Background: an optimization exercise with open tools, aiming at small area, a short achievable clock period and few clock cycles. Do not read the settings as production practice.
Where RTL was checked, it was by simulation tests only, not by an equivalence proof against the original.
The RTL of runs 2 and 3 was laid out without a check of its function.
Power figures rest on the tool's default switching activity, not on a simulated workload.

==> flow/design.v <==
module crc8_framer (
    input  wire         clk,
    input  wire         rst,
    input  wire         rx_valid,
    input  wire [7:0]   rx_data,
    output wire         rx_ready,
    output wire         tx_valid,
    output wire [7:0]   tx_data,
    input  wire         tx_ready,
    input  wire         cmd_valid,
    output wire         cmd_ready,
    input  wire [7:0]   cmd_code,
    input  wire [7:0]   cmd_arg,
    input  wire [151:0] cmd_pkt,
    output reg          res_valid,
    output reg          res_ok,
    output reg  [31:0]  res_word,
    output reg  [151:0] res_pkt,
    output wire         pkt_avail,
    output wire         q_full
);
    function [7:0] crc8_byte;
        input [7:0] c;
        input [7:0] b;
        integer     i;
        reg   [7:0] t;
        begin
            t = c ^ b;
            for (i = 0; i < 8; i = i + 1)
                t = {t[6:0], 1'b0} ^ (t[7] ? 8'h07 : 8'h00);
            crc8_byte = t;
        end
    endfunction
    function [7:0] crc18;
        input [143:0] p;
        integer       i;
        reg   [7:0]   c;
        begin
            c = 8'h00;
            for (i = 0; i < 18; i = i + 1)
                c = crc8_byte(c, p[i*8 +: 8]);
            crc18 = c;
        end
    endfunction
    function [151:0] ctrl_pkt;
        input [7:0] t;
        reg [143:0] p;
        begin
            p        = {{16{8'hFF}}, t, 8'h10};
            ctrl_pkt = {crc18(p), p};
        end
    endfunction
    localparam [1:0] T_ACK = 2'd0, T_RETX = 2'd1, T_DATA = 2'd2;
    reg         rx_ready_q, cmd_ready_q;
    reg         pkt_avail_q, q_full_q;
    reg  [4:0]  pos;                  
    reg         cmd_turn;             
    reg         rb_v;
    reg  [7:0]  rb_d;
    reg  [18:0] rb_lane;
    reg  [7:0]  rx_crc;               
    reg  [3:0]  rx_type;              
    reg         ty_ack, ty_retx, ty_le12;
    reg         rx_ok;                
    reg  [151:0] stg;                 
    reg  [47:0] stg_a, stg_b;         
    reg         fpar;                 
    reg         c_v;
    reg  [7:0]  c_arg;
    reg         cd_setup, cd_read, cd_send, cd_mk, cd_stat, cd_crc, cd_crc70,
                cd_clr, cd_bit, cd_byte, cd_get, cd_known;
    reg         s_ok;                 
    reg  [4:0]  s_k;                  
    reg         cb_busy;
    reg  [4:0]  cb_n;                 
    reg  [7:0]  cb_crc;
    reg  [151:0] qr [0:6];
    reg  [6:0]  qph;                  
    reg  [6:0]  q_rd, q_wr;           
    reg  [2:0]  q_cnt;
    reg         ins_pend, ins_par;
    reg  [6:0]  ins_slot;
    reg         rd_pend, rd_full;
    reg  [6:0]  rd_slot;
    reg  [31:0] cr [0:27];
    reg  [4:0]  cph;                  
    reg  [27:0] cph_oh;               
    reg  [2:0]  ppq;                  
    reg         zfq;                  
    reg         st_add;               
    reg  [2:0]  pend [0:27];
    reg  [27:0] zf;                   
    reg         st_pend;
    reg  [4:0]  st_k;
    reg  [2:0]  st_snap;
    reg  [1:0]  fq [0:7];
    reg  [2:0]  f_rd, f_wr;
    reg  [3:0]  f_cnt;
    reg  [3:0]  f_ndata;              
    reg         tx_valid_q;
    reg  [7:0]  tx_data_q;
    reg  [4:0]  t_idx;                
    reg  [151:0] dreg;                
    reg  [1:0]  last_tag;
    reg         dt_le12;              
    reg  [3:0]  dt_t;
    reg         last_v;
    reg  [7:0]  crc_acc;
    integer k;
    assign rx_ready  = rx_ready_q;
    assign cmd_ready = cmd_ready_q;
    assign pkt_avail = pkt_avail_q;
    assign q_full    = q_full_q;
    assign tx_valid  = tx_valid_q;
    assign tx_data   = tx_data_q;
    wire rx_fire  = rx_valid & rx_ready_q;
    wire cmd_fire = cmd_valid & cmd_ready_q;
    wire x_setup  = c_v & cd_setup;
    wire [4:0] pos_e  = x_setup ? 5'd0 : pos;
    wire       pos_18 = (pos_e == 5'd18);
    wire       rx_last = rx_fire & pos_18;           
    wire [4:0] pos_n  = rx_fire ? (pos_18 ? 5'd0 : pos_e + 5'd1) : pos_e;
    reg  [18:0] pos_oh;
    always @(*) begin
        pos_oh = 19'd0;
        pos_oh[pos_e] = 1'b1;
    end
    wire disp    = rb_v & rb_lane[18];
    wire [7:0] rx_crc_n = rb_v ? crc8_byte(rb_lane[0] ? 8'h00 : rx_crc, rb_d) : rx_crc;
    wire crc_ok  = rx_ok;
    wire t_retx  = ty_retx;
    wire t_le12  = ty_le12;
    wire t_data  = !ty_ack && !ty_retx;
    wire is_full = (q_cnt == 3'd7);
    wire d_store = disp & crc_ok & t_data & !is_full;
    wire d_qfull = disp & crc_ok & t_data &  is_full;
    wire d_push  = disp & (!crc_ok | (t_retx & last_v) | t_data);
    wire [1:0] d_tag = !crc_ok ? T_RETX : t_retx ? last_tag : is_full ? T_RETX : T_ACK;
    wire x_send  = c_v & cd_send;
    wire x_read  = c_v & cd_read & (q_cnt != 3'd0);
    wire x_stat  = c_v & cd_stat;
    wire x_crc   = c_v & cd_crc;
    wire cb_step = x_crc | (cb_busy & (cb_n != 5'd18));
    wire cb_done = cb_busy & (cb_n == 5'd18);
    wire [7:0] cb_next = crc8_byte(cb_busy ? cb_crc : 8'h00, res_pkt[7:0]);
    reg        a_ok;
    reg  [4:0] a_k;
    always @(*) begin
        a_ok = 1'b1;
        a_k  = 5'd0;
        if (cmd_arg == 8'd0)                            a_k = 5'd0;
        else if (cmd_arg == 8'd1)                       a_k = 5'd1;
        else if (cmd_arg >= 8'd16 && cmd_arg <= 8'd28)  a_k = cmd_arg[4:0] - 5'd14;
        else if (cmd_arg >= 8'd32 && cmd_arg <= 8'd44)  a_k = cmd_arg[4:0] + 5'd15;
        else                                            a_ok = 1'b0;
    end
    wire       push     = d_push | x_send;
    wire [1:0] push_tag = x_send ? T_DATA : d_tag;
    wire       pt_le12 = x_send ? (res_pkt[15:8] <= 8'd12) :
                         (push_tag == T_DATA) ? dt_le12 : 1'b1;
    wire [3:0] pt_t    = x_send ? res_pkt[11:8] :
                         (push_tag == T_ACK)  ? 4'd1 :
                         (push_tag == T_RETX) ? 4'd2 : dt_t;
    wire [1:0] htag    = fq[f_rd];
    wire [2:0] f_rd1   = f_rd + 3'd1;
    wire [1:0] ntag    = fq[f_rd1];
    wire       tx_fire = tx_valid_q & tx_ready;
    wire       tx_end  = tx_fire & (t_idx == 5'd18);
    wire       pop     = tx_end;
    wire [3:0] f_cnt_n = f_cnt + {3'd0, push} - {3'd0, pop};
    wire [3:0] f_ndata_n = f_ndata + {3'd0, push & (push_tag == T_DATA)}
                                   - {3'd0, pop & (htag == T_DATA)};
    wire data_busy_n = (f_ndata_n != 4'd0);
    wire       st_idle = !tx_valid_q;
    wire       st_q    = st_idle ? (f_cnt != 4'd0) : (tx_end & (f_cnt >= 4'd2));
    wire       tx_go   = st_q | ((st_idle | tx_end) & push);
    wire [7:0] b0_push = x_send ? res_pkt[7:0] : (push_tag == T_DATA) ? dreg[7:0] : 8'h10;
    wire [1:0] go_tag  = st_idle ? htag : ntag;
    wire [7:0] b0_go   = !st_q ? b0_push : (go_tag == T_DATA) ? dreg[7:0] : 8'h10;
    reg  [7:0] nb_data;
    always @(*) begin
        nb_data = 8'h00;
        for (k = 0; k < 18; k = k + 1)
            nb_data = nb_data | ({8{t_idx == k}} & dreg[(k+1)*8 +: 8]);
    end
    wire [7:0] nb_const = (t_idx == 5'd0)  ? ((htag == T_ACK) ? 8'h01 : 8'h02) :
                          (t_idx == 5'd17) ? ((htag == T_ACK) ? 8'h5A : 8'h48) : 8'hFF;
    wire [7:0] nb    = (htag == T_DATA) ? nb_data : nb_const;
    reg        e_cor, e_qf, e_rx, e_tx;
    reg  [3:0] e_rxt, e_txt;
    reg [27:0] ev;
    always @(*) begin
        ev = 28'd0;
        if (e_cor) ev[0] = 1'b1;
        if (e_qf)  ev[1] = 1'b1;
        if (e_rx)  ev[5'd15 + e_rxt] = 1'b1;
        if (e_tx)  ev[5'd2 + e_txt] = 1'b1;
    end
    wire [31:0] port_base = zfq ? 32'd0 : cr[27];
    wire [31:0] port_new  = port_base + {29'd0, ppq};
    reg  [2:0]  pend_n [0:27];
    reg  [27:0] zf_n;
    reg  [2:0]  ppq_n;
    reg         zfq_n;
    always @(*) begin
        ppq_n = 3'd0;
        zfq_n = 1'b0;
        for (k = 0; k < 28; k = k + 1) begin
            pend_n[k] = (x_setup ? 3'd0 : (cph_oh[k] ? 3'd0 : pend[k]) + {2'd0, ev[k]}) &
                        ((k >= 2 && k <= 14) ? 3'b111 : 3'b011);
            zf_n[k]   = x_setup | (zf[k] & !cph_oh[k]);
            ppq_n = ppq_n | ({3{cph_oh[(k+27)%28]}} & pend_n[k]);
            zfq_n = zfq_n | (cph_oh[(k+27)%28] & zf_n[k]);
        end
    end
    wire st_act = st_pend | (x_stat & s_ok);
    wire [4:0] st_tk = st_pend ? st_k : s_k;
    wire st_hit = st_act & (cph == st_tk);
    wire [151:0] stg_view = {stg[151:48], ins_par ? stg_b : stg_a};
    wire         ins_hit  = ins_pend & |(qph & ins_slot);
    wire [151:0] q_in     = ins_hit ? stg_view : qr[6];
    wire       rd_act = rd_pend | x_read;
    wire [6:0] rd_tgt = rd_pend ? rd_slot : q_rd;
    wire       rd_hit = rd_act & |(qph & rd_tgt);
    wire [2:0] q_cnt_n = q_cnt + {2'd0, d_store} - {2'd0, x_read};
    wire rd_pend_n = rd_act & !rd_hit;
    wire rd_full_n = rd_pend ? rd_full : is_full;
    wire st_pend_n = (st_act & !st_hit) | st_hit;    
    wire turn_n    = (pos_n == 5'd18) & pos_18 & rx_ready_q & !rx_valid & cmd_valid;
    wire cb_busy_n   = x_crc | (cb_busy & !cb_done);
    wire cmd_ready_n = !cmd_fire & !rd_pend_n & !st_pend_n & !cb_busy_n & !rx_last &
                       !((pos_n == 5'd18) & !turn_n) &
                       (f_cnt <= 4'd6) & (f_ndata == 4'd0) & !x_send &
                       !(disp & last_v & (last_tag == T_DATA));
    wire rx_ready_n  = (pos_n != 5'd18) |
                       (!turn_n & (f_cnt <= 4'd5) &
                        !(rd_pend_n & rd_full_n) &
                        !(cmd_fire & is_full));
    wire c_imm   = c_v & !x_read & !x_crc & !(x_stat & s_ok);   
    always @(posedge clk) begin
        qr[0] <= q_in;
        for (k = 1; k < 7; k = k + 1)
            qr[k] <= qr[k-1];
        cr[0] <= port_new;
        for (k = 1; k < 28; k = k + 1)
            cr[k] <= cr[k-1];
        rb_d  <= rx_data;
        rb_lane <= pos_oh;
        if (cmd_ready_q) begin
            cd_setup <= (cmd_code == 8'h00);
            cd_read  <= (cmd_code == 8'h30);
            cd_send  <= (cmd_code == 8'h40);
            cd_mk    <= (cmd_code == 8'h50);
            cd_stat  <= (cmd_code == 8'h60);
            cd_crc   <= (cmd_code == 8'h70) | (cmd_code == 8'h71);
            cd_crc70 <= (cmd_code == 8'h70);
            cd_clr   <= (cmd_code == 8'h80);
            cd_bit   <= (cmd_code == 8'h81);
            cd_byte  <= (cmd_code == 8'h82);
            cd_get   <= (cmd_code == 8'h83);
            cd_known <= (cmd_code == 8'h00) | (cmd_code == 8'h10) | (cmd_code == 8'h20) |
                        (cmd_code == 8'h30) | (cmd_code == 8'h40) | (cmd_code == 8'h50) |
                        (cmd_code == 8'h60) | (cmd_code == 8'h70) | (cmd_code == 8'h71) |
                        (cmd_code == 8'h80) | (cmd_code == 8'h81) | (cmd_code == 8'h82) |
                        (cmd_code == 8'h83);
            c_arg  <= cmd_arg;
            s_ok   <= a_ok;
            s_k    <= a_k;
        end
        rx_ok <= (rx_crc_n == rx_data);
        if (rb_v) begin
            for (k = 6; k < 19; k = k + 1)
                if (rb_lane[k]) stg[k*8 +: 8] <= rb_d;
            for (k = 0; k < 6; k = k + 1)
                if (rb_lane[k]) begin
                    if (fpar) stg_b[k*8 +: 8] <= rb_d;
                    else      stg_a[k*8 +: 8] <= rb_d;
                end
            rx_crc <= rx_crc_n;
            if (rb_lane[1]) begin
                rx_type <= rb_d[3:0];
                ty_ack  <= (rb_d == 8'd1);
                ty_retx <= (rb_d == 8'd2);
                ty_le12 <= (rb_d <= 8'd12);
            end
        end
        if (cmd_ready_q)
            res_pkt <= cmd_pkt;
        else if (cb_step)
            res_pkt <= {res_pkt[7:0], res_pkt[151:8]};
        else if (c_v & cd_mk)
            res_pkt <= ctrl_pkt(c_arg);
        else
            res_pkt <= q_in;
        if (cb_step) begin
            cb_crc <= cb_next;
            cb_n   <= cb_busy ? cb_n + 5'd1 : 5'd1;
        end
        res_ok <= !(c_v & (!cd_known | (cd_read & (q_cnt == 3'd0))));
        if (st_add)
            res_word <= res_word + {29'd0, st_snap};
        else if (st_pend | x_stat)
            res_word <= port_base & {32{s_ok | st_pend}};
        else if (cb_busy)
            res_word <= cd_crc70 ? {24'd0, cb_crc} :
                                            {31'd0, cb_crc == res_pkt[7:0]};
        else if (cd_get)
            res_word <= {24'd0, crc_acc};
        else
            res_word <= {31'd0, q_cnt != 3'd0};
        if (d_store) begin
            ins_slot <= q_wr;
            ins_par  <= fpar;
        end
        if (x_read) begin
            rd_slot <= q_rd;
            rd_full <= is_full;
        end
        if (!st_pend) begin
            st_k    <= s_k;
            st_snap <= pend[s_k];
        end
        if (push) begin
            fq[f_wr] <= push_tag;
            last_tag <= push_tag;
        end
        e_rxt <= rx_type;
        e_txt <= pt_t;
        if (x_send) begin
            dreg    <= res_pkt;
            dt_le12 <= (res_pkt[15:8] <= 8'd12);
            dt_t    <= res_pkt[11:8];
        end
        if (tx_go) begin
            tx_data_q <= b0_go;
            t_idx     <= 5'd0;
        end else if (tx_fire) begin
            tx_data_q <= nb;
            t_idx     <= t_idx + 5'd1;
        end
    end
    always @(posedge clk) begin
        res_valid <= 1'b0;
        if (rst) begin
            rx_ready_q  <= 1'b1;
            cmd_ready_q <= 1'b1;
            pkt_avail_q <= 1'b0;
            q_full_q    <= 1'b0;
            pos      <= 5'd0;
            cmd_turn <= 1'b0;
            rb_v     <= 1'b0;
            fpar     <= 1'b0;
            c_v      <= 1'b0;
            e_cor    <= 1'b0;
            e_qf     <= 1'b0;
            e_rx     <= 1'b0;
            e_tx     <= 1'b0;
            qph      <= 7'd1;
            q_rd     <= 7'd1;
            q_wr     <= 7'd1;
            q_cnt    <= 3'd0;
            ins_pend <= 1'b0;
            rd_pend  <= 1'b0;
            cb_busy  <= 1'b0;
            cph      <= 5'd0;
            cph_oh   <= 28'd1;
            ppq      <= 3'd0;
            zfq      <= 1'b1;
            st_add   <= 1'b0;
            for (k = 0; k < 28; k = k + 1)
                pend[k] <= 3'd0;
            zf       <= {28{1'b1}};
            st_pend  <= 1'b0;
            f_rd     <= 3'd0;
            f_wr     <= 3'd0;
            f_cnt    <= 4'd0;
            f_ndata  <= 4'd0;
            tx_valid_q <= 1'b0;
            last_v   <= 1'b0;
            crc_acc  <= 8'h00;
        end else begin
            rx_ready_q  <= rx_ready_n;
            cmd_ready_q <= cmd_ready_n;
            pkt_avail_q <= (q_cnt_n != 3'd0);
            q_full_q    <= (q_cnt_n == 3'd7);
            pos      <= pos_n;
            cmd_turn <= turn_n;
            rb_v     <= rx_fire;
            c_v      <= cmd_fire;
            e_cor    <= disp & !crc_ok;
            e_qf     <= d_qfull;
            e_rx     <= disp & crc_ok & t_le12;
            e_tx     <= push & pt_le12;
            qph      <= {qph[5:0], qph[6]};
            cph      <= (cph == 5'd27) ? 5'd0 : cph + 5'd1;
            cph_oh   <= {cph_oh[26:0], cph_oh[27]};
            ppq      <= ppq_n;
            zfq      <= zfq_n;
            q_cnt <= q_cnt_n;
            if (ins_hit) ins_pend <= 1'b0;
            if (disp) fpar <= !fpar;
            if (d_store) begin
                ins_pend <= 1'b1;
                q_wr     <= {q_wr[5:0], q_wr[6]};
            end
            if (x_read)
                q_rd    <= {q_rd[5:0], q_rd[6]};
            rd_pend <= rd_pend_n;
            for (k = 0; k < 28; k = k + 1)
                pend[k] <= pend_n[k];
            zf      <= zf_n;
            st_pend <= st_act & !st_hit;
            st_add  <= st_hit;
            if (push) begin
                f_wr     <= f_wr + 3'd1;
                last_v   <= 1'b1;
            end
            if (pop)
                f_rd <= f_rd + 3'd1;
            f_cnt <= f_cnt_n;
            f_ndata <= f_ndata_n;
            if (tx_go)
                tx_valid_q <= 1'b1;
            else if (tx_end)
                tx_valid_q <= 1'b0;
            if (c_imm)
                res_valid <= 1'b1;
            if (x_setup) begin
                q_rd     <= 7'd1;
                q_wr     <= 7'd1;
                q_cnt    <= 3'd0;
                pkt_avail_q <= 1'b0;
                q_full_q <= 1'b0;
                ins_pend <= 1'b0;
                last_v   <= 1'b0;
                crc_acc  <= 8'h00;
            end
            if (c_v & cd_clr)
                crc_acc <= 8'h00;
            if (c_v & cd_bit)
                crc_acc <= {crc_acc[6:0], 1'b0} ^ ((crc_acc[7] ^ c_arg[0]) ? 8'h07 : 8'h00);
            if (c_v & cd_byte)
                crc_acc <= crc8_byte(crc_acc, c_arg);
            if (rd_hit)
                res_valid <= 1'b1;
            if (x_crc)
                cb_busy <= 1'b1;
            if (cb_done) begin
                cb_busy   <= 1'b0;
                res_valid <= 1'b1;
            end
            if (st_add)
                res_valid <= 1'b1;
        end
    end
endmodule
==> flow/run.sh <==
#!/bin/bash
# synth_recipe.tcl (not shown) runs the flow's synth.tcl, then flattens the netlist and writes it again
# the make line also repeats each setting of config.mk as NAME=value (left out here)
make -C /OpenROAD-flow-scripts/flow DESIGN_CONFIG=/design/flow/config.mk WORK_HOME=/design/flow/orfs CLKGATE_MAP_FILE= SYNTH_SCRIPT=/design/flow/synth_recipe.tcl finish
==> flow/config.mk <==
export PLATFORM = sky130hd
export DESIGN_NAME = crc8_framer
export DESIGN_NICKNAME = crc8_framer
export VERILOG_FILES = /design/flow/design.v
export SDC_FILE = /design/flow/constraint.sdc
export NUM_CORES = 4
export LEC_CHECK = 0
export CAP_MARGIN = 20
export CORE_MARGIN = 2
export CORE_UTILIZATION = 50
export SETUP_SLACK_MARGIN = 5
export SLEW_MARGIN = 20
==> flow/constraint.sdc <==
create_clock -name core_clock -period 8.0 [get_ports {clk}]
set_input_delay 1.6000 -clock core_clock [delete_from_list [all_inputs] [get_ports {clk}]]
set_output_delay 1.6000 -clock core_clock [all_outputs]
set_load 0.01 [all_outputs]
==> notes.md, run 1 <==
status no timing/DRC/antenna violations; Reg-to-Reg Start ins_slot[1]$_DFFE_PP_; TNS Setup 0 ns; clock sinks 2850; Worst-Margin Slew 1.09 ns; FMAX 314 MHz; leak pwr 38.2 nW; WS Path Type reg2out; Setup-failing EPs final 0; worst-path cell chain buf_2; largest net degree at the start of global routing 82; Port Buf Inserts 379; Cell Area, Synth 79000 sq um; Final min period 3.19 ns; # fillers 12000; post-place setup slack 3.77 ns; routed wire length 203 mm; die height 402 um; Gate Count Post-Synth 5681; Hold Path Origin cr[18][20]$_DFF_P_; Crit. End Element output pin; Final HPWL DP 130 mm; worst-path maximum fanout 1; hold slack 0.277 ns; die area 161000 sq um; sequential fraction of the synthesis area 77.9%; hold path endpoint cr[19][20]$_DFF_P_; Detailed Routing Iterations Pass 1 6; layout cells sized above 1 18.6%; top_reg_cell synth dfxtp_1; # DRC 0; CTS max path bufs 4; Detail Route Antenna Nets 0; Storage cell area 62200 sq um; area occupied by multi-input gates 16700 sq um; Crit path max-delay family flip-flops; Max-slew headroom 27.0%; CORE AREA 157000 sq um; CP Data Required Time 6.40 ns; placed instance area 85100 sq um; met2 WL 87.9 mm; post-route clock skew 0.0827 ns; final net count 6639; Crit path arrival time 1.59 ns; dpl cells 7944; yosys warns 5; post-layout util 62.0%; Max Transition Viols Final 0; design area 97100 sq um; Hold Path Cell Cnt 0; Post-synth EDFFs 452; pwr/cell area 311 nW/um^2; flop2flop setup slack 5.01 ns; Buf+Inv Stages, Crit Path 1; Num CTS Buffers 290; asr flop ratio synth 0%; Synth Register Bits 2850; commonest non-fill, non-tap cell in the layout dfxtp_1; GRT Util Overall 24.6%; antenna violations before repair 22; row cnt 145; DR vias/cell 5.20; root buf cell clkbuf_16; die width 402 um; startpoint types flip-flop; vias in the first global route 43100; CP max stage cell edfxtp_1; max-cap viol count 0; P&R area growth vs syn 22.9%; WL met3 15.7 mm; worst-skew pair later-pin latency 0.91 ns; R2R Path End res_pkt[147]$_DFF_P_; H-tree lvl count 5; R2R depth 8; met1 wire length 94.5 mm; DR top layer met5; Worst VDD drop 229 uV; Hold-fix buffers, CTS 0; average wire per standard cell 23.5 um; total gr overflow 0; CTS tree yes; fin cells 8652; Final Hold Vio Count 0; Worst Setup Slack, final 4.81 ns; gpl congestion 0.911; mean area per synthesized cell 13.9 sq um; critical path's largest stage delay 0.52 ns; via count 45000; RSZ-0062 raised after global routing true; syn_nets 5952; most frequent cells in the layout 2196 x dfxtp_1, 452 x edfxtp_1, 412 x nand2_1; first-pass GRT wire length 291 mm; # IOs 380; Power Total 30.2 mW; Clk pin slew, worst setup/hold paths 0.06 ns; starting utilization of the core area 50.5%; initial DRC count 4382; fin crit share 39.9%; Hold/Removal Path Class reg2reg; post-synth cell types 83
[repair_timing]
item | in CTS | in global routing
resized for setup | 1367 | 46
endpoints found under the setup margin | 491 | 178
pin swaps | 10 | 5
setup buffers | 170 | 14
gates cloned | 4 | 2
[Yosys cell counts (all sizes together) (27+ instances only)]
cell type     n  area [sq um]
a21oi       161           817
a22o         27           236
a22oi        57           428
and2         49           307
and3         69           432
buf          48           243
clkbuf      172           646
dfxtp      2398         48000
edfxtp      452         13600
ha           85          1060
inv          93           349
mux2        137          1540
mux2i        97           971
nand2       422          1590
nand2b       38           238
nand3        65           325
nand4        35           219
nor2        266          1000
nor2b       125           782
nor3         37           185
o21ai       252          1260
o22ai       159           995
xnor2       122          1090
xor2         77           682
[flip-flops by register name, indices dropped and copies added (netlist names), 16 cells and up, named ones only]
signal / cells
res_word: 32
stg_b: 48
res_pkt: 152
rb_lane: 19
fq: 16
dreg: 149
pend: 69
zf: 28
stg: 104
cph_oh: 28
qr: 1064
cr: 896
stg_a: 48
[kinds of logic after synthesis]
family | share of synthesized area (%)
XOR/XNOR | 2.33
AND/OR/NAND/NOR | 7.16
adder cells (fa/ha/maj) | 1.47
AO/OA/AOI/OAI | 6.23
buffers and inverters | 1.58
multiplexers | 3.32
flip-flops | 77.9
[power breakdown]
part           internal, mW  switching [mW]  total, mW
registers              14.8           0.269       15.1
clock network          7.99            5.30       13.3
logic                 0.756            1.11       1.87
[area by class of cell]
cell class	count	area share [%]
diodes	8	0.0206
flip-flops and latches	2850	64.1
inverters	96	0.385
well taps	2058	2.65
clock inverters	88	0.924
multi-input cells	2518	17.2
repair buffers	611	5.82
repair inverters	1	0.00515
clock buffers	422	8.91
[worst max-delay path by stage]
stage / end / start / depth (start not counted)
finish: tx_data[1] / tx_data_q[1]$_DFFE_PP_ / 1
detailed placement: f_ndata[1]$_SDFF_PP0_ / tx_ready / 11
floorplan: f_ndata[1]$_SDFF_PP0_ / cd_send$_DFFE_PP_ / 10
CTS: tx_data[1] / tx_data_q[1]$_DFFE_PP_ / 1
global route: tx_data[4] / tx_data_q[4]$_DFFE_PP_ / 1
global placement: f_ndata[1]$_SDFF_PP0_ / tx_ready / 11
[metal layers]
metal / vias up / track usage [%]
li1: 20900 / -
met3: 338 / 5.09
met5: - / 0
met4: 10 / 7.11
met1: 22100 / 36.5
met2: 1615 / 36.4
Testbench counts, summed over its fixed seeds: cycles 9,983.
==> run 2: changes to the inputs <==
--- a/flow/design.v
+++ b/flow/design.v
@@ -100,4 +100,5 @@
     reg         tx_valid_q;
     reg  [7:0]  tx_data_q;
+    reg  [7:0]  tx_data_o;            
     reg  [4:0]  t_idx;                
     reg  [151:0] dreg;                
@@ -113,5 +114,5 @@
     assign q_full    = q_full_q;
     assign tx_valid  = tx_valid_q;
-    assign tx_data   = tx_data_q;
+    assign tx_data   = tx_data_o;
     wire rx_fire  = rx_valid & rx_ready_q;
     wire cmd_fire = cmd_valid & cmd_ready_q;
@@ -332,4 +333,5 @@
             dt_t    <= res_pkt[11:8];
         end
+        tx_data_o <= tx_go ? b0_go : tx_fire ? nb : tx_data_q;
         if (tx_go) begin
             tx_data_q <= b0_go;
==> run 2 against run 1 <==
Compared with the run above: clock-buffer cell count fell by 43; sequential cell count stayed put; global-route usage decreased by 0.28 points; largest power group unchanged; die area grew 0.81%.
==> notes.md, run 2 <==
status no timing/DRC/antenna violations (unchanged); main area contributors after synthesis dfxtp_1 60%, edfxtp_1 17%, mux2_2 2.0%, nand2_1 1.9%, o21ai_0 1.5% (was dfxtp_1 61%, edfxtp_1 17%, nand2_1 2.0%, mux2_1 1.5%, ha_1 1.3%); top_reg_cell synth dfxtp_1 (unchanged); Clk pin slew, worst setup/hold paths 0.06 ns (about the same); mean area per synthesized cell 13.9 sq um (about the same); routed wire length 202 mm (was 203 mm); Cell Area, Synth 79700 sq um (was 79000 sq um); initial DRC count 4648 (was 4382); # IOs 380 (unchanged); Num CTS Buffers 287 (was 290); Crit path max-delay family flip-flops (unchanged); CTS max path bufs 4 (unchanged); # fillers 12100 (was 12000); Hold Path Origin cr[19][16]$_DFF_P_ (was cr[18][20]$_DFF_P_); post-place setup slack 3.97 ns (was 3.77 ns); worst-path cell chain buf_2 (unchanged); startpoint types flip-flop (unchanged); CP max stage cell edfxtp_1 (unchanged); die area 163000 sq um (was 161000 sq um); Clock Power Share 43.4% (was 43.9%); post-synth top area cell dfxtp_1 (unchanged); row cnt 146 (was 145); Detail Route Antenna Nets 0 (unchanged); critical path's largest stage delay 0.54 ns (was 0.52 ns); commonest cells in the synthesized netlist 2398 x dfxtp_1, 452 x edfxtp_1, 408 x nand2_1 (was 2398 x dfxtp_1, 452 x edfxtp_1, 421 x nand2_1); Net Sw Frac 22.4% (was 22.1%); Seq pwr share 49.9% (about the same); Worst Setup Slack, final 4.78 ns (was 4.81 ns); Worst VDD drop 240 uV (was 229 uV); Crit path arrival time 1.62 ns (was 1.59 ns); die height 403 um (was 402 um); FMAX 310 MHz (was 314 MHz); Max-slew headroom 30.2% (was 27.0%); Synth Register Bits 2850 (unchanged); yosys warns 5 (unchanged); asr flop ratio synth 0% (unchanged); Top Registers qr x1064, cr x896, res_pkt x152 (unchanged); Crit path depth 1 (unchanged); starting utilization of the core area 50.3% (was 50.5%); Largest register FFs 1064 (unchanged); H-tree lvl count 5 (unchanged); share of Yosys cell area claimed by the top area cell type 60.2% (was 60.7%); worst-path maximum fanout 1 (unchanged); fin crit share 40.3% (was 39.9%); Net Switching 6.80 mW (was 6.68 mW); post-route clock skew 0.0714 ns (was 0.0827 ns); placed instance area 85800 sq um (was 85100 sq um); Hold/Removal Path Class reg2reg (unchanged); average wire per standard cell 23.2 um (was 23.5 um); post-synth cell types 97 (was 83); Worst-Margin Slew 1.04 ns (was 1.09 ns); Hold Path Cell Cnt 0 (unchanged); Buf+Inv Stages, Crit Path 1 (unchanged); Reg-to-Reg Start e_txt[1]$_DFF_P_ (was ins_slot[1]$_DFFE_PP_); root buf cell clkbuf_16 (unchanged); total gr overflow 0 (unchanged); syn_nets 6009 (was 5952); R2R depth 13 (was 8); worst-skew pair later-pin latency 0.92 ns (was 0.91 ns); die width 403 um (was 402 um); register bank with the most flops qr (unchanged); layout cells sized above 1 20.0% (was 18.6%); P&R area growth vs syn 22.5% (was 22.9%); via count 45300 (was 45000); leak pwr 38.3 nW (was 38.2 nW); GRT Util Overall 24.3% (was 24.6%); Final HPWL DP 132 mm (was 130 mm); DR vias/cell 5.20 (about the same); RSZ-0062 raised after global routing true (unchanged); TNS Setup 0 ns (unchanged); CTS tree yes (unchanged); Final min period 3.22 ns (was 3.19 ns); Final Hold Vio Count 0 (unchanged); Power Total 30.3 mW (was 30.2 mW); area occupied by multi-input gates 17300 sq um (was 16700 sq um); first-pass GRT wire length 291 mm (about the same); sequential fraction of the synthesis area 77.3% (was 77.9%); Gate Count Post-Synth 5738 (was 5681); design area 97600 sq um (was 97100 sq um); Critical path origin tx_data_q[5]$_DFFE_PP_ (was tx_data_q[1]$_DFFE_PP_); # DRC 0 (unchanged); final net count 6698 (was 6639); Setup-failing EPs final 0 (unchanged); WS Path Type reg2out (unchanged); Storage cell area 62200 sq um (about the same); internal power 23.5 mW (was 23.6 mW); Hold-fix buffers, CTS 0 (unchanged); hold slack 0.280 ns (was 0.277 ns); commonest non-fill, non-tap cell in the layout dfxtp_1 (unchanged); Crit. End Element output pin (unchanged); pwr/cell area 310 nW/um^2 (was 311 nW/um^2); antenna violations before repair 25 (was 22); top-count cell post-synth dfxtp_1 (unchanged); Detailed Routing Iterations Pass 1 7 (was 6); most frequent cells in the layout 2203 x dfxtp_1, 452 x edfxtp_1, 403 x nand2_1 (was 2196 x dfxtp_1, 452 x edfxtp_1, 412 x nand2_1); CORE AREA 158000 sq um (was 157000 sq um); Comb pwr share 6.6% (was 6.2%); vias in the first global route 43300 (was 43100); largest net degree at the start of global routing 130 (was 82); gpl congestion 0.927 (was 0.911); clock sinks 2850 (unchanged); Port Buf Inserts 379 (unchanged); CP Data Required Time 6.40 ns (about the same); Max Transition Viols Final 0 (unchanged); max-cap viol count 0 (unchanged); Post-synth EDFFs 452 (unchanged)
==> run 2: cell types whose count changed after synthesis, moves of 16 or more <==
cell	change
o21ai_1	-157
o21ai_0	+143
mux2_2	+108
mux2_1	-105
and2_1	+44
and3_1	-41
buf_2	-23
mux2i_1	-20
buf_1	+16
==> run 2: repair_timing <==
item	in CTS	in global routing
pin swaps	8	11
endpoints found under the setup margin	405	273
resized for setup	1383	36
gates cloned	2	3
setup buffers	171	17
==> run 2: power groups by stage <==
stage | registers [mW] | clock network, mW | logic [mW]
floorplan | 15.3 | 0 | 0.897
finish | 15.1 | 13.2 | 2.01
global route | 15.1 | 14.0 | 2.12
global placement | 15.5 | 0 | 1.61
CTS | 15.1 | 13.4 | 1.97
detailed placement | 15.5 | 0 | 1.63
==> run 2: stage by stage <==
step / util (%) / cells
2_1_floorplan: - / 5738
3_3_place_gp: 54.2 / 8017
3_5_place_dp: 54.2 / 8017
4_1_cts: 61.4 / 8687
5_1_grt: 61.6 / 8708
6_report: 61.7 / 8715
==> run 2: kinds of logic after synthesis <==
family / Yosys count / synth area share (%)
compound gates: 819 / 6.52
xor+xnor: 228 / 2.71
fa+ha+maj: 90 / 1.46
buf+inv: 319 / 1.52
flops: 2850 / 77.3
mux: 223 / 3.12
simple gates: 1209 / 7.41
==> run 2: area by class of cell <==
type	count	share of cell area, %
diodes	8	0.0205
clock buffers	379	8.34
clock inverters	118	1.24
inverters	98	0.386
multi-input cells	2571	17.7
flip-flops and latches	2850	63.7
well taps	2072	2.65
repair buffers	618	5.92
repair inverters	1	0.00513
==> run 2: layer usage <==
metal	vias up	track usage, %	routed length [um]	part of all wire, %
li1	21100	-	-	-
met1	22200	36.0	93800	46
met2	1655	35.7	87000	43
met3	292	4.76	15400	7.6
met4	4	8.34	6180	3.1
met5	-	0	34	0.017
==> run 2: final timing paths <==
path                                           end  slack (ns)
worst max-delay path                    tx_data[5]        4.78
worst min-delay path            cr[20][16]$_DFF_P_        0.28
worst max register to register   ppq[1]$_SDFF_PP0_        5.08
worst min register to register  cr[20][16]$_DFF_P_        0.28
==> run 3: changes to the inputs <==
--- a/flow/config.mk
+++ b/flow/config.mk
@@ -8,5 +8,6 @@
 export CAP_MARGIN = 20
 export CORE_MARGIN = 2
-export CORE_UTILIZATION = 50
+export CORE_UTILIZATION = 65
+export PLACE_DENSITY = 0.72
 export SETUP_SLACK_MARGIN = 5
 export SLEW_MARGIN = 20
==> run 3 against run 2 <==
Compared with the run above: largest power group unchanged; still clean on timing, DRC and antenna; final area fell by 1.9%; critical path type unchanged; synthesized cell count stayed put; die area down 23%; final cell count shrank 5.7%; clock-buffer cell count shrank 54; non-clock buffer count shrank 15; sequential cell count unchanged; sequential power barely moved.
==> notes.md, run 3 <==
status no timing/DRC/antenna violations (unchanged); Final Hold Vio Count 0 (unchanged); TNS Setup 0 ns (unchanged); main area contributors after synthesis dfxtp_1 60%, edfxtp_1 17%, mux2_2 2.0%, nand2_1 1.9%, o21ai_0 1.5% (unchanged); H-tree lvl count 4 (was 5); vias in the first global route 46900 (was 43300); layout cells sized above 1 19.2% (was 20.0%); pwr/cell area 309 nW/um^2 (was 310 nW/um^2); Clk pin slew, worst setup/hold paths 0.07 ns (was 0.06 ns); average wire per standard cell 26.0 um (was 23.2 um); register bank with the most flops qr (unchanged); Gate Count Post-Synth 5738 (unchanged); Crit. End Element output pin (unchanged); Buf+Inv Stages, Crit Path 1 (unchanged); simple-gate share of the synthesized area 7.41% (unchanged); critical path's largest stage delay 0.56 ns (was 0.54 ns); CORE AREA 122000 sq um (was 158000 sq um); worst-path cell chain buf_2 (unchanged); Port Buf Inserts 379 (unchanged); post-synth top area cell dfxtp_1 (unchanged); row cnt 128 (was 146); fin crit share 40.0% (was 40.3%); Synth Area in Compound Gates 6.52% (unchanged); commonest non-fill, non-tap cell in the layout dfxtp_1 (unchanged); gpl congestion 0.986 (was 0.927); initial DRC count 5179 (was 4648); most frequent cells in the layout 2209 x dfxtp_1, 452 x edfxtp_1, 405 x nand2_1 (was 2203 x dfxtp_1, 452 x edfxtp_1, 403 x nand2_1); # IOs 380 (unchanged); starting utilization of the core area 65.5% (was 50.3%); CTS max path bufs 3 (was 4); post-route clock skew 0.0986 ns (was 0.0714 ns); Cell Area, Synth 79700 sq um (unchanged); die height 354 um (was 403 um); CTS tree yes (unchanged); die area 125000 sq um (was 163000 sq um); # DRC 0 (unchanged); commonest cells in the synthesized netlist 2398 x dfxtp_1, 452 x edfxtp_1, 408 x nand2_1 (unchanged); post-layout util 78.7% (was 61.7%); Setup-failing EPs final 0 (unchanged); antenna violations before repair 25 (unchanged); total gr overflow 0 (unchanged); asr flop ratio synth 0% (unchanged); Synth Area in XOR/XNOR 2.71% (unchanged); syn_nets 6009 (unchanged); GRT Util Overall 33.5% (was 24.3%); routed wire length 213 mm (was 202 mm); FMAX 312 MHz (was 310 MHz); post-synth cell types 97 (unchanged); Largest register FFs 1064 (unchanged); Max-slew headroom 9.16% (was 30.2%); Worst VDD drop 281 uV (was 240 uV); R2R depth 13 (unchanged); Top Registers qr x1064, cr x896, res_pkt x152 (unchanged); CP max stage cell edfxtp_1 (unchanged); max-cap viol count 0 (unchanged); Detail Route Antenna Nets 0 (unchanged); Max Transition Viols Final 0 (unchanged); final net count 6633 (was 6698); Num CTS Buffers 239 (was 287); WS Path Type reg2out (unchanged); Crit path max-delay family flip-flops (unchanged); mux share of post-synthesis cell area 3.12% (unchanged); CP Data Required Time 6.40 ns (about the same); main combinational cell family by area after synthesis simple AND/OR/NAND/NOR gates (unchanged); leak pwr 37.7 nW (was 38.3 nW); first-pass GRT wire length 308 mm (was 291 mm); DR vias/cell 5.73 (was 5.20); RSZ-0062 raised after global routing true (unchanged); Hold-fix buffers, CTS 0 (unchanged); worst-skew pair later-pin latency 0.91 ns (was 0.92 ns); mean area per synthesized cell 13.9 sq um (unchanged); sequential fraction of the synthesis area 77.3% (unchanged); adder and majority gate portion of the synthesized area 1.46% (unchanged); Final min period 3.20 ns (was 3.22 ns); Synth Register Bits 2850 (unchanged); Final HPWL DP 128 mm (was 132 mm); clock sinks 2850 (unchanged); root buf cell clkbuf_16 (unchanged); startpoint types flip-flop (unchanged); Worst-Margin Slew 1.36 ns (was 1.04 ns); largest net degree at the start of global routing 219 (was 130); worst-path maximum fanout 1 (unchanged); Crit path arrival time 1.60 ns (was 1.62 ns); P&R area growth vs syn 20.3% (was 22.5%); Hold/Removal Path Class reg2reg (unchanged); via count 47100 (was 45300); die width 354 um (was 403 um); top_reg_cell synth dfxtp_1 (unchanged); Detailed Routing Iterations Pass 1 6 (was 7); Crit path depth 1 (unchanged); share of Yosys cell area claimed by the top area cell type 60.2% (unchanged); Hold Path Cell Cnt 0 (unchanged); Post-synth EDFFs 452 (unchanged); top-count cell post-synth dfxtp_1 (unchanged); yosys warns 5 (unchanged)
run 3: cell counts after synthesis:
No cell type changed its count.
run 3: worst paths after layout:
path,from,to,slack (ns)
setup / recovery,tx_data_q[1]$_DFFE_PP_,tx_data[1],4.80
hold reg to reg,cr[5][1]$_DFF_P_,cr[6][1]$_DFF_P_,0.25
setup reg to reg,e_txt[0]$_DFF_P_,ppq[1]$_SDFF_PP0_,5.04
hold / removal,cr[5][1]$_DFF_P_,cr[6][1]$_DFF_P_,0.25
run 3: kinds of logic after synthesis:
kind of cell | count (synthesis)
AOI/OAI and AO/OA | 819
muxes | 223
buffers and inverters | 319
and+or+nand+nor | 1209
adders and majority gates | 90
DFF | 2850
xor gates and xnor gates | 228
run 3: area by class of cell:
type | instances | area (sq um)
flip-flops and latches | 2850 | 62200
fillers | 6815 | 25900
multi-input cells | 2570 | 17300
clock buffers | 325 | 6930
repair buffers | 603 | 5160
well taps | 1625 | 2030
clock inverters | 133 | 1820
inverters | 98 | 377
diodes | 12 | 30.0
run 3: power breakdown:
group / total [mW] / internal [mW] / switching, mW
logic: 1.98 / 0.790 / 1.19
clock network: 12.6 / 7.10 / 5.46
registers: 15.1 / 14.8 / 0.284
run 3: layer usage:
metal,vias up,track usage (%),routed length [um]
met5,-,0,57
met4,8,13.6,8730
met3,451,5.93,17500
met2,2324,53.0,99200
met1,23300,46.2,87800
li1,21000,-,-
run 3: timing repair:
| action | CTS | global route |
|---|---|---|
| gates cloned | 1 | 1 |
| resized for setup | 1271 | 39 |
| endpoints found under the setup margin | 394 | 162 |
| setup buffers | 169 | 10 |
| pin swaps | 8 | 16 |
run 3: stage by stage:
step / instances / hold WS, ns / area, sq um / power [mW] / setup slack, ns
after global placement: 7564 / 0.309 / 85200 / 17.1 / 4.01
after CTS: 8192 / 0.245 / 95500 / 29.6 / 4.79
final: 8216 / 0.252 / 95800 / 29.6 / 4.80
after floorplan: 5738 / 0.310 / 79800 / 16.2 / 3.13
after global routing: 8211 / 0.267 / 95800 / 30.4 / 4.80
after detailed placement: 7564 / 0.312 / 85200 / 17.1 / 3.96
==> run 4: changes to the inputs <==
--- a/flow/design.v
+++ b/flow/design.v
@@ -99,7 +99,6 @@
     reg  [3:0]  f_ndata;              
     reg         tx_valid_q;
-    reg  [7:0]  tx_data_q;
-    reg  [7:0]  tx_data_o;            
-    reg  [4:0]  t_idx;                
+    reg  [7:0]  tx_data_q;            
+    reg  [4:0]  t_idx;
     reg  [151:0] dreg;                
     reg  [1:0]  last_tag;
@@ -114,5 +113,5 @@
     assign q_full    = q_full_q;
     assign tx_valid  = tx_valid_q;
-    assign tx_data   = tx_data_o;
+    assign tx_data   = tx_data_q;
     wire rx_fire  = rx_valid & rx_ready_q;
     wire cmd_fire = cmd_valid & cmd_ready_q;
@@ -179,12 +178,14 @@
     wire [1:0] go_tag  = st_idle ? htag : ntag;
     wire [7:0] b0_go   = !st_q ? b0_push : (go_tag == T_DATA) ? dreg[7:0] : 8'h10;
+    wire [4:0] n_idx = tx_fire ? t_idx + 5'd1 : t_idx;
     reg  [7:0] nb_data;
     always @(*) begin
         nb_data = 8'h00;
-        for (k = 0; k < 18; k = k + 1)
-            nb_data = nb_data | ({8{t_idx == k}} & dreg[(k+1)*8 +: 8]);
+        for (k = 0; k < 19; k = k + 1)
+            nb_data = nb_data | ({8{n_idx == k}} & dreg[k*8 +: 8]);
     end
-    wire [7:0] nb_const = (t_idx == 5'd0)  ? ((htag == T_ACK) ? 8'h01 : 8'h02) :
-                          (t_idx == 5'd17) ? ((htag == T_ACK) ? 8'h5A : 8'h48) : 8'hFF;
+    wire [7:0] nb_const = (n_idx == 5'd0)  ? 8'h10 :
+                          (n_idx == 5'd1)  ? ((htag == T_ACK) ? 8'h01 : 8'h02) :
+                          (n_idx == 5'd18) ? ((htag == T_ACK) ? 8'h5A : 8'h48) : 8'hFF;
     wire [7:0] nb    = (htag == T_DATA) ? nb_data : nb_const;
     reg        e_cor, e_qf, e_rx, e_tx;
@@ -333,12 +334,9 @@
             dt_t    <= res_pkt[11:8];
         end
-        tx_data_o <= tx_go ? b0_go : tx_fire ? nb : tx_data_q;
-        if (tx_go) begin
-            tx_data_q <= b0_go;
+        tx_data_q <= tx_go ? b0_go : nb;
+        if (tx_go)
             t_idx     <= 5'd0;
-        end else if (tx_fire) begin
-            tx_data_q <= nb;
+        else if (tx_fire)
             t_idx     <= t_idx + 5'd1;
-        end
     end
     always @(posedge clk) begin
--- a/flow/config.mk
+++ b/flow/config.mk
@@ -8,6 +8,5 @@
 export CAP_MARGIN = 20
 export CORE_MARGIN = 2
-export CORE_UTILIZATION = 65
-export PLACE_DENSITY = 0.72
+export CORE_UTILIZATION = 50
 export SETUP_SLACK_MARGIN = 5
 export SLEW_MARGIN = 20
==> run 4 against run 3 <==
Compared with the run above: still clean; combinational power down 6%; sequential share of layout area down 1.3 points; sequential power about the same; die area up 29%; sequential cell count unchanged; critical path type unchanged; largest cell class unchanged; largest power group unchanged.
==> notes.md, run 4 <==
flop2flop setup slack 4.92 ns (was 5.04 ns); post-place setup slack 2.86 ns (was 3.96 ns); # DRC 0 (unchanged); Num CTS Buffers 288 (was 239); leak pwr 38.3 nW (was 37.7 nW); layout cells sized above 1 20.8% (was 19.2%); Gate Count Post-Synth 5658 (was 5738); H-tree lvl count 5 (was 4); sequential fraction of the synthesis area 77.6% (was 77.3%); Port Buf Inserts 379 (unchanged); WS Path Type reg2out (unchanged); syn_nets 5926 (was 6009); startpoint types flip-flop (unchanged); worst-path maximum fanout 2 (was 1); Storage cell area 62200 sq um (about the same); Post-synth EDFFs 444 (was 452); antenna violations before repair 14 (was 25); Critical path origin res_pkt[50]$_DFF_P_ (was tx_data_q[1]$_DFFE_PP_); main area contributors after synthesis dfxtp_1 61%, edfxtp_1 17%, mux2_2 1.8%, nand2_1 1.8%, o21ai_0 1.5% (was dfxtp_1 60%, edfxtp_1 17%, mux2_2 2.0%, nand2_1 1.9%, o21ai_0 1.5%); GRT Util Overall 25.8% (was 33.5%); P&R area growth vs syn 23.4% (was 20.3%); CTS max path bufs 4 (was 3); average wire per standard cell 24.5 um (was 26.0 um); die area 162000 sq um (was 125000 sq um); worst-path cell chain buf_8, buf_6 (was buf_2); asr flop ratio synth 0% (unchanged); Max-slew headroom 31.1% (was 9.16%); top_reg_cell synth dfxtp_1 (unchanged); CP Data Required Time 6.40 ns (about the same); DR vias/cell 5.17 (was 5.73); mean area per synthesized cell 14.0 sq um (was 13.9 sq um); via count 44900 (was 47100); most frequent cells in the layout 2194 x dfxtp_1, 444 x edfxtp_1, 374 x nand2_1 (was 2209 x dfxtp_1, 452 x edfxtp_1, 405 x nand2_1); Reg-to-Reg Start e_rxt[1]$_DFF_P_ (was e_txt[0]$_DFF_P_); Crit. End Element output pin (unchanged); row cnt 146 (was 128); Final min period 3.09 ns (was 3.20 ns); max-cap viol count 0 (unchanged); RSZ-0062 raised after global routing true (unchanged); Hold/Removal Path Class reg2reg (unchanged); # IOs 380 (unchanged); die width 402 um (was 354 um); register bank with the most flops qr (unchanged); Hold-fix buffers, CTS 0 (unchanged); die height 402 um (was 354 um); yosys warns 5 (unchanged); Max Transition Viols Final 0 (unchanged); Detail Route Antenna Nets 0 (unchanged); commonest cells in the synthesized netlist 2406 x dfxtp_1, 444 x edfxtp_1, 379 x nand2_1 (was 2398 x dfxtp_1, 452 x edfxtp_1, 408 x nand2_1); total gr overflow 0 (unchanged); post-synth top area cell dfxtp_1 (unchanged); CP max stage cell dfxtp_2 (was edfxtp_1); commonest non-fill, non-tap cell in the layout dfxtp_1 (unchanged); Largest register FFs 1064 (unchanged); CORE AREA 158000 sq um (was 122000 sq um); Cell Area, Synth 79200 sq um (was 79700 sq um); R2R Path End ppq[1]$_SDFF_PP0_ (unchanged); Synth Register Bits 2850 (unchanged); final net count 6666 (was 6633); Setup-failing EPs final 0 (unchanged); CTS tree yes (unchanged); share of Yosys cell area claimed by the top area cell type 60.8% (was 60.2%); Detailed Routing Iterations Pass 1 6 (unchanged); critical path's largest stage delay 0.34 ns (was 0.56 ns); status no timing/DRC/antenna violations (unchanged); Worst Setup Slack, final 4.91 ns (was 4.80 ns); Final Hold Vio Count 0 (unchanged); fin crit share 38.6% (was 40.0%); area occupied by multi-input gates 17000 sq um (was 17300 sq um); clock sinks 2850 (unchanged); Worst-Margin Slew 1.03 ns (was 1.36 ns); starting utilization of the core area 50.2% (was 65.5%); top-count cell post-synth dfxtp_1 (unchanged); post-route clock skew 0.0828 ns (was 0.0986 ns); Worst VDD drop 222 uV (was 281 uV); CP endpoint res_pkt[50] (was tx_data[1]); Top Registers qr x1064, cr x896, res_pkt x152 (unchanged); vias in the first global route 43700 (was 46900); first-pass GRT wire length 302 mm (was 308 mm); Clk pin slew, worst setup/hold paths 0.07 ns (about the same); TNS Setup 0 ns (unchanged); worst-skew pair later-pin latency 0.93 ns (was 0.91 ns); FMAX 324 MHz (was 312 MHz); Crit path arrival time 1.49 ns (was 1.60 ns); root buf cell clkbuf_16 (unchanged); Final HPWL DP 136 mm (was 128 mm); R2R depth 11 (was 13); pwr/cell area 307 nW/um^2 (was 309 nW/um^2); initial DRC count 3755 (was 5179); gpl congestion 0.911 (was 0.986); post-synth cell types 91 (was 97); # fillers 12100 (was 6815); largest net degree at the start of global routing 101 (was 219); routed wire length 213 mm (about the same)
## run 4: worst min path at each step
stage | depth (start not counted) | from | endpoint | slack [ns]
2_1_floorplan | 0 | cr[9][0]$_DFF_P_ | cr[10][0]$_DFF_P_ | 0.31
3_3_place_gp | 0 | qr[5][136]$_DFF_P_ | qr[6][136]$_DFF_P_ | 0.31
3_5_place_dp | 0 | cr[24][8]$_DFF_P_ | cr[25][8]$_DFF_P_ | 0.31
4_1_cts | 0 | qr[5][31]$_DFF_P_ | qr[6][31]$_DFF_P_ | 0.27
5_1_grt | 0 | qr[1][143]$_DFF_P_ | qr[2][143]$_DFF_P_ | 0.27
6_report | 0 | qr[1][143]$_DFF_P_ | qr[2][143]$_DFF_P_ | 0.28
## run 4: area by class of cell
class	count	area share, %
Timing Repair inverter	2	0.0281
Timing Repair Buffer	662	6.33
Antenna cell	9	0.0230
Multi-Input combinational cell	2500	17.4
Tap cell	2072	2.65
Inverter	94	0.399
Sequential cell	2850	63.6
Clock inverter	99	1.05
Clock buffer	401	8.50
## run 4: per-stage QoR
stage | power, mW | hold WS (ns) | cell area (sq um) | utilization (%) | instances
after CTS | 30.2 | 0.271 | 97200 | 61.6 | 8646
final | 30.0 | 0.279 | 97800 | 62.0 | 8689
after global placement | 16.9 | 0.309 | 85300 | 54.1 | 7948
after global routing | 31.0 | 0.268 | 97800 | 61.9 | 8683
after floorplan | 16.0 | 0.310 | 79400 | - | 5658
after detailed placement | 16.9 | 0.312 | 85300 | 54.1 | 7948
## run 4: cell families after synthesis
logic type	Yosys count	share of synthesized area [%]
flip-flops	2850	77.6
AND/OR/NAND/NOR	1169	7.33
AO/OA/AOI/OAI	809	6.52
buffers and inverters	311	1.57
XOR/XNOR	222	2.60
multiplexers	210	2.92
adder cells (fa/ha/maj)	87	1.42
## run 4: critical path, delay by kind of cell, from the launching register on
family	cells	cell delay [ns]
buffers and inverters	2	0.25
DFF	1	0.34
## run 4: power breakdown
group / internal (mW) / leakage (nW) / switching [mW] / total [mW]
registers: 14.8 / 23.6 / 0.242 / 15.0
logic: 0.771 / 10.1 / 1.10 / 1.87
clock network: 7.86 / 4.60 / 5.27 / 13.1
## run 4: repair_timing
item,4_1_cts,5_1_grt
buffers inserted,194,31
resized for setup,1458,52
setup endpoints to repair,461,131
gates cloned,4,3
pin swaps,19,24
## run 4: layer usage
layer,track usage (%),vias up,wire length [um]
met5,0,-,20
met4,8.82,2,6530
met3,4.15,311,11700
met2,42.0,1372,101000
met1,35.2,22200,94300
li1,-,21000,-
Testbench counts of run 4, summed over its fixed seeds: cycles 9,983.
==> run 5: changes to the inputs <==
--- a/flow/config.mk
+++ b/flow/config.mk
@@ -8,5 +8,6 @@
 export CAP_MARGIN = 20
 export CORE_MARGIN = 2
-export CORE_UTILIZATION = 50
+export CORE_UTILIZATION = 65
+export PLACE_DENSITY = 0.72
 export SETUP_SLACK_MARGIN = 5
 export SLEW_MARGIN = 20
==> run 5 against run 4 <==
Compared with the run above: the layout now fails its checks (antenna rules); critical path depth is 10 higher; setup slack better by 0.050 ns; core utilization increased by 17 points; final area decreased by 2.5%; synthesized area is the same.
==> notes.md, run 5 <==
# fillers 6588 (was 12100); Max-slew headroom 31.0% (was 31.1%); WS Path Type reg2reg (was reg2out); total gr overflow 0 (unchanged); largest net degree at the start of global routing 124 (was 101); max-cap viol count 0 (unchanged); via count 46500 (was 44900); asr flop ratio synth 0% (unchanged); CP Data Required Time 8.71 ns (was 6.40 ns); layout cells sized above 1 20.1% (was 20.8%); yosys warns 5 (unchanged); Worst VDD drop 307 uV (was 222 uV); commonest non-fill, non-tap cell in the layout dfxtp_1 (unchanged); Gate Count Post-Synth 5658 (unchanged); P&R area growth vs syn 20.3% (was 23.4%); antenna violations before repair 22 (was 14); row cnt 128 (was 146); Seq pwr share 51.7% (was 50.0%); Net Sw Frac 23.0% (was 22.0%); first-pass GRT wire length 315 mm (was 302 mm); most frequent cells in the layout 2195 x dfxtp_1, 444 x edfxtp_1, 375 x nand2_1 (was 2194 x dfxtp_1, 444 x edfxtp_1, 374 x nand2_1); Final min period 3.04 ns (was 3.09 ns); leak pwr 37.5 nW (was 38.3 nW); post-layout util 78.5% (was 62.0%); Worst-Margin Slew 1.03 ns (about the same); post-synth cell types 91 (unchanged); Max Transition Viols Final 0 (unchanged); Final Hold Vio Count 0 (unchanged); Port Buf Inserts 379 (unchanged); Crit path arrival time 3.75 ns (was 1.49 ns); RSZ-0062 raised after global routing true (unchanged); mean area per synthesized cell 14.0 sq um (unchanged); FMAX 329 MHz (was 324 MHz); post-route clock skew 0.0732 ns (was 0.0828 ns); TNS Setup 0 ns (unchanged); CTS max path bufs 3 (was 4); Hold/Removal Path Class reg2reg (unchanged); Net Switching 6.66 mW (was 6.61 mW); Cell Area, Synth 79200 sq um (unchanged); DR vias/cell 5.71 (was 5.17); pwr/cell area 304 nW/um^2 (was 307 nW/um^2); Top Registers qr x1064, cr x896, res_pkt x152 (unchanged); Largest register FFs 1064 (unchanged); post-synth top area cell dfxtp_1 (unchanged); worst-path maximum fanout 7 (was 2); commonest cells in the synthesized netlist 2406 x dfxtp_1, 444 x edfxtp_1, 379 x nand2_1 (unchanged); starting utilization of the core area 65.3% (was 50.2%); Hold Path Cell Cnt 0 (unchanged); root buf cell clkbuf_16 (unchanged); Crit. End Element flip-flop (was output pin); Setup-failing EPs final 0 (unchanged); gr busiest metal met2 (unchanged); Clock Power Share 42.5% (was 43.7%); met1 GRT Util 44.0% (was 35.2%); internal power 22.3 mW (was 23.4 mW); die area 125000 sq um (was 162000 sq um); Comb pwr share 5.8% (was 6.2%); CTS tree yes (unchanged); final net count 6568 (was 6666); share of Yosys cell area claimed by the top area cell type 60.8% (unchanged); vias in the first global route 46900 (was 43700); Detailed Routing Iterations Pass 1 8 (was 6); Detail Route Antenna Nets 1 (was 0); gpl congestion 0.927 (was 0.911); sequential fraction of the synthesis area 77.6% (unchanged); initial DRC count 4883 (was 3755); routed wire length 218 mm (was 213 mm); register bank with the most flops qr (unchanged); # IOs 380 (unchanged); Failing Checks antenna rules; Num CTS Buffers 240 (was 288); syn_nets 5926 (unchanged); die height 353 um (was 402 um); H-tree lvl count 4 (was 5); Post-synth EDFFs 444 (unchanged); fin crit share 38.0% (was 38.6%); # DRC 0 (unchanged); average wire per standard cell 26.7 um (was 24.5 um); top-count cell post-synth dfxtp_1 (unchanged); status failed layout checks (was no timing/DRC/antenna violations); worst-skew pair later-pin latency 0.86 ns (was 0.93 ns); met3 usage 6.26% (was 4.15%); Synth Register Bits 2850 (unchanged); GRT met2 Usage 57.6% (was 42.0%); R2R depth 12 (was 11); clock sinks 2850 (unchanged); startpoint types flip-flop (unchanged); hold slack 0.261 ns (was 0.279 ns); Clk pin slew, worst setup/hold paths 0.07 ns (about the same); CORE AREA 121000 sq um (was 158000 sq um); die width 353 um (was 402 um); main area contributors after synthesis dfxtp_1 61%, edfxtp_1 17%, mux2_2 1.8%, nand2_1 1.8%, o21ai_0 1.5% (unchanged); Final HPWL DP 129 mm (was 136 mm); Hold-fix buffers, CTS 0 (unchanged); top_reg_cell synth dfxtp_1 (unchanged); GRT Util Overall 34.4% (was 25.8%)
run 5: repair_timing:
action,4_1_cts,5_1_grt
setup buffers,182,10
resized for setup,1312,48
pin swaps,25,19
cloned,3,1
endpoints found under the setup margin,456,100
run 5: critical path, cell delays in order (launching register included):
cell and delay (ns):
dfxtp_2 0.33, and2_4 0.17, ha_4 0.26, buf_4 0.14, nand4b_1 0.20, o22ai_2 0.21
ha_2 0.25, ha_1 0.28, a22o_1 0.27, a221oi_2 0.21, nand4_1 0.25, a221oi_2 0.23
a31oi_1 0.13
run 5: power by group through the flow:
stage | Sequential, mW | Combinational (mW) | Clock, mW
2_1_floorplan | 15.2 | 0.739 | 0
3_3_place_gp | 15.4 | 1.37 | 0
3_5_place_dp | 15.4 | 1.39 | 0
4_1_cts | 15.0 | 1.63 | 12.4
5_1_grt | 15.0 | 1.77 | 12.9
6_report | 15.0 | 1.69 | 12.3
run 5: routing by layer:
layer  wire length (um)  share of wire, %
met3              15400               7.1
met1              85600                39
met2             106000                49
met5                 69             0.032
met4              11100               5.1
run 5: final cells by class:
cell class | instances | area [sq um] | share of cell area (%)
well taps | 1625 | 2030 | 2.13
diodes | 13 | 32.5 | 0.0341
repair inverters | 1 | 16.3 | 0.0171
repair buffers | 614 | 5030 | 5.27
flip-flops and latches | 2850 | 62200 | 65.3
clock inverters | 105 | 1260 | 1.32
multi-input cells | 2499 | 17100 | 17.9
clock buffers | 350 | 7270 | 7.63
inverters | 94 | 390 | 0.410
run 5: metrics by stage:
step	cells	setup slack [ns]	cell area, sq um	total power, mW
5_1_grt	8141	4.90	95300	29.7
6_report	8151	4.96	95300	29.0
2_1_floorplan	5658	4.61	79400	16.0
3_5_place_dp	7487	2.82	84600	16.8
4_1_cts	8127	4.95	95000	29.0
3_3_place_gp	7487	2.79	84600	16.8
run 5: final timing paths:
check	from	endpoint	slack, ns
hold reg to reg	cr[15][8]$_DFF_P_	cr[16][8]$_DFF_P_	0.26
setup reg to reg	e_txt[0]$_DFF_P_	ppq[1]$_SDFF_PP0_	4.96
setup / recovery	e_txt[0]$_DFF_P_	ppq[1]$_SDFF_PP0_	4.96
hold / removal	cr[15][8]$_DFF_P_	cr[16][8]$_DFF_P_	0.26
run 5: kinds of logic (layout without fill, tap and decap cells):
family / after synthesis / in the layout / share of synthesized area [%]
buffers and inverters: 311 / 1164 / 1.57
AO/OA/AOI/OAI: 809 / 809 / 6.52
other: 0 / 13 / 0
adder cells (fa/ha/maj): 87 / 87 / 1.42
XOR/XNOR: 222 / 222 / 2.60
multiplexers: 210 / 210 / 2.92
flip-flops: 2850 / 2850 / 77.6
AND/OR/NAND/NOR: 1169 / 1171 / 7.33
==> run 6: changes to the inputs <==
--- a/flow/config.mk
+++ b/flow/config.mk
@@ -9,5 +9,8 @@
 export CORE_MARGIN = 2
 export CORE_UTILIZATION = 65
+export CTS_CLUSTER_DIAMETER = 100
+export CTS_CLUSTER_SIZE = 24
 export PLACE_DENSITY = 0.72
 export SETUP_SLACK_MARGIN = 5
 export SLEW_MARGIN = 20
+export TNS_END_PERCENT = 10
==> run 6 against run 5 <==
Compared with the run above: the run now finishes clean; fmax shrank 3.4%; sequential share of layout area grew 3.8 points; final area shrank 5.7%; clock skew shrank 0.0066 ns; critical path depth shrank 2; total power shrank 16%; register-to-register slack lost 0.06 ns; core utilization shrank 4.5 points; critical path type is now in2reg; largest cell class unchanged; highest routed layer unchanged.
==> notes.md, run 6 <==
Cell Area, Synth 79200 sq um (unchanged); starting utilization of the core area 65.3% (unchanged); Final min period 3.14 ns (was 3.04 ns); Gate Count Post-Synth 5658 (unchanged); GRT Util Overall 31.5% (was 34.4%); Hold-fix buffers, CTS 0 (unchanged); max-cap viol count 0 (unchanged); Post-synth EDFFs 444 (unchanged); Buf+Inv Stages, Crit Path 3 (was 1); layout cells sized above 1 12.1% (was 20.1%); post-place setup slack 2.71 ns (was 2.82 ns); gr busiest metal met2 (unchanged); syn_nets 5926 (unchanged); average wire per standard cell 25.6 um (was 26.7 um); post-synth cell types 91 (unchanged); TNS Setup 0 ns (unchanged); Crit. End Element flip-flop (unchanged); yosys warns 5 (unchanged); die area 125000 sq um (unchanged); largest net degree at the start of global routing 94 (was 124); main area contributors after synthesis dfxtp_1 61%, edfxtp_1 17%, mux2_2 1.8%, nand2_1 1.8%, o21ai_0 1.5% (unchanged); Power Total 24.3 mW (was 29.0 mW); first-pass GRT wire length 288 mm (was 315 mm); GRT met2 Usage 52.7% (was 57.6%); Synth Register Bits 2850 (unchanged); Crit path arrival time 3.83 ns (was 3.75 ns); worst-path cell chain buf_6, and3_4, mux2i_4, buf_6, a211oi_2, buf_4, a222oi_1, nand4_1, o41ai_4, a21oi_1 (was and2_4, ha_4, buf_4, nand4b_1, o22ai_2, ha_2, ha_1, a22o_1, a221oi_2, nand4_1, a221oi_2, a31oi_1); Detail Route Antenna Nets 0 (was 1); via count 43600 (was 46500); share of Yosys cell area claimed by the top area cell type 60.8% (unchanged); Top Registers qr x1064, cr x896, res_pkt x152 (unchanged); CP max stage cell o41ai_4 (was dfxtp_2); pwr/cell area 270 nW/um^2 (was 304 nW/um^2); fin cells 7773 (was 8151); startpoint types input port (was flip-flop); Hold/Removal Path Class reg2reg (unchanged); Max Transition Viols Final 0 (unchanged); # DRC 0 (unchanged); CTS tree yes (unchanged); sequential fraction of the synthesis area 77.6% (unchanged); post-route clock skew 0.0666 ns (was 0.0732 ns); Crit path depth 10 (was 12); antenna violations before repair 11 (was 22); P&R area growth vs syn 13.4% (was 20.3%); initial DRC count 4464 (was 4883); Port Buf Inserts 379 (unchanged); RSZ-0062 raised after global routing true (unchanged); worst-skew pair later-pin latency 0.82 ns (was 0.86 ns); row cnt 128 (unchanged); Largest register FFs 1064 (unchanged); # IOs 380 (unchanged); clock sinks 2850 (unchanged); FMAX 318 MHz (was 329 MHz); most frequent cells in the layout 2217 x dfxtp_1, 444 x edfxtp_1, 373 x nand2_1 (was 2195 x dfxtp_1, 444 x edfxtp_1, 375 x nand2_1); CTS max path bufs 3 (unchanged); Crit path max-delay family compound AO/OA/AOI/OAI gates (unchanged); Detailed Routing Iterations Pass 1 7 (was 8); fin crit share 39.3% (was 38.0%); Worst VDD drop 273 uV (was 307 uV); total gr overflow 0 (unchanged); asr flop ratio synth 0% (unchanged); CORE AREA 121000 sq um (unchanged); post-layout util 74.0% (was 78.5%); met3 usage 4.80% (was 6.26%); register bank with the most flops qr (unchanged); placed instance area 84600 sq um (about the same); crit-path most repeated cell buf_6 (was a221oi_2); leak pwr 34.7 nW (was 37.5 nW); status no timing/DRC/antenna violations (was failed layout checks); Worst Setup Slack, final 4.86 ns (was 4.96 ns); design area 89900 sq um (was 95300 sq um); Max-slew headroom 37.1% (was 31.0%); R2R depth 12 (unchanged); Worst-Margin Slew 0.944 ns (was 1.03 ns); Setup-failing EPs final 0 (unchanged); dpl cells 7488 (was 7487); WS Path Type in2reg (was reg2reg); top_reg_cell synth dfxtp_1 (unchanged); worst-path maximum fanout 9 (was 7); final net count 6330 (was 6568); hold slack 0.293 ns (was 0.261 ns); mean area per synthesized cell 14.0 sq um (unchanged); CP Data Required Time 8.69 ns (was 8.71 ns); vias in the first global route 43500 (was 46900); top-count cell post-synth dfxtp_1 (unchanged); critical path's largest stage delay 0.51 ns (was 0.33 ns); commonest non-fill, non-tap cell in the layout dfxtp_1 (unchanged); routed wire length 199 mm (was 218 mm); Clk pin slew, worst setup/hold paths 0.09 ns (was 0.07 ns); gpl congestion 0.933 (was 0.927); root buf cell clkbuf_16 (unchanged); DR vias/cell 5.61 (was 5.71); die height 353 um (unchanged); commonest cells in the synthesized netlist 2406 x dfxtp_1, 444 x edfxtp_1, 379 x nand2_1 (unchanged); Hold Path Cell Cnt 0 (unchanged); Final HPWL DP 128 mm (was 129 mm); Final Hold Vio Count 0 (unchanged); die width 353 um (unchanged); met1 GRT Util 41.5% (was 44.0%); H-tree lvl count 4 (unchanged); Num CTS Buffers 137 (was 240); post-synth top area cell dfxtp_1 (unchanged)
-- run 6: cell counts after synthesis --
No cell type changed its count.
-- run 6: report_power, final --
| part | switching (mW) | total (mW) | leakage [nW] | internal (mW) |
|---|---|---|---|---|
| Combinational | 0.921 | 1.51 | 9.15 | 0.585 |
| Sequential | 0.299 | 15.1 | 23.6 | 14.8 |
| Clock | 4.42 | 7.73 | 1.94 | 3.31 |
| Total | 5.64 | 24.3 | 34.7 | 18.7 |
-- run 6: cell families (layout without fill, tap and decap cells) --
logic type / after synthesis / after routing / synth area share, %
DFF: 2850 / 2850 / 77.6
and+or+nand+nor: 1169 / 1170 / 7.33
AOI/OAI and AO/OA: 809 / 809 / 6.52
buffers and inverters: 311 / 798 / 1.57
xor gates and xnor gates: 222 / 222 / 2.60
muxes: 210 / 210 / 2.92
adders and majority gates: 87 / 87 / 1.42
other: 0 / 2 / 0
-- run 6: cell type report --
cell class | instances | area [sq um]
sequential | 2850 | 62000
multi-input combinational | 2498 | 17000
clock buffer | 205 | 3690
tap | 1625 | 2030
fill | 7696 | 31500
clock inverter | 18 | 408
timing repair inverter | 2 | 32.5
antenna | 2 | 5.00
timing repair buffer | 479 | 4330
inverter | 94 | 388
-- run 6: final timing paths --
path | to | slack, ns | start
worst max-delay path | tx_data_q[2]$_DFF_P_ | 4.86 | tx_ready
worst min-delay path | qr[4][121]$_DFF_P_ | 0.29 | qr[3][121]$_DFF_P_
worst max register to register | ppq[1]$_SDFF_PP0_ | 4.90 | e_txt[1]$_DFF_P_
worst min register to register | qr[4][121]$_DFF_P_ | 0.29 | qr[3][121]$_DFF_P_
-- run 6: metal layers --
metal	share of wire, %	vias to the layer above
li1	-	20200
met4	4.1	4
met2	49	1587
met3	6.2	365
met1	41	21500
met5	0.020	-
-- run 6: what timing repair did --
action / in CTS / in global routing
setup endpoints to repair: 482 / 338
cloned: 2 / 1
setup buffers: 44 / 12
resized for setup: 669 / 106
pin swaps: 12 / 13

-- separate check: timing with driven ports --
How much do the figures lean on ideal ports? The routed layouts below were timed once more, with nothing changed but the port constraints. Step 1 assumes that a clkbuf_16 drives the clock port and a buf_2 every other input. Step 2, shift: input delay + t, output delay - t, t = (earliest + latest rising clock arrival at the registers) / 2. This alone moves slack from input paths to output paths. Three values: ideal, step 1, step 2; two values: the first two.
| run | t, ns | setup WS [ns] | clock arrival spread, ns |
|---|---|---|---|
| run 1 | 0.951 | 4.811 / 4.728 / 4.158 | 0.086 / 0.086 |
| run 2 | 0.964 | 4.777 / 4.697 / 4.102 | 0.076 / 0.076 |
| run 3 | 0.924 | 4.799 / 4.722 / 4.242 | 0.121 / 0.121 |
| run 4 | 0.960 | 4.911 / 4.831 / 3.925 | 0.105 / 0.105 |
| run 5 | 0.900 | 4.961 / 4.904 / 4.004 | 0.082 / 0.083 |
| run 6 | 0.865 | 4.856 / 4.770 / 3.905 | 0.073 / 0.073 |
For run 4, which loses most, drivers alone change the setup slack by -0.080 ns; drivers and shift together by -0.986 ns.
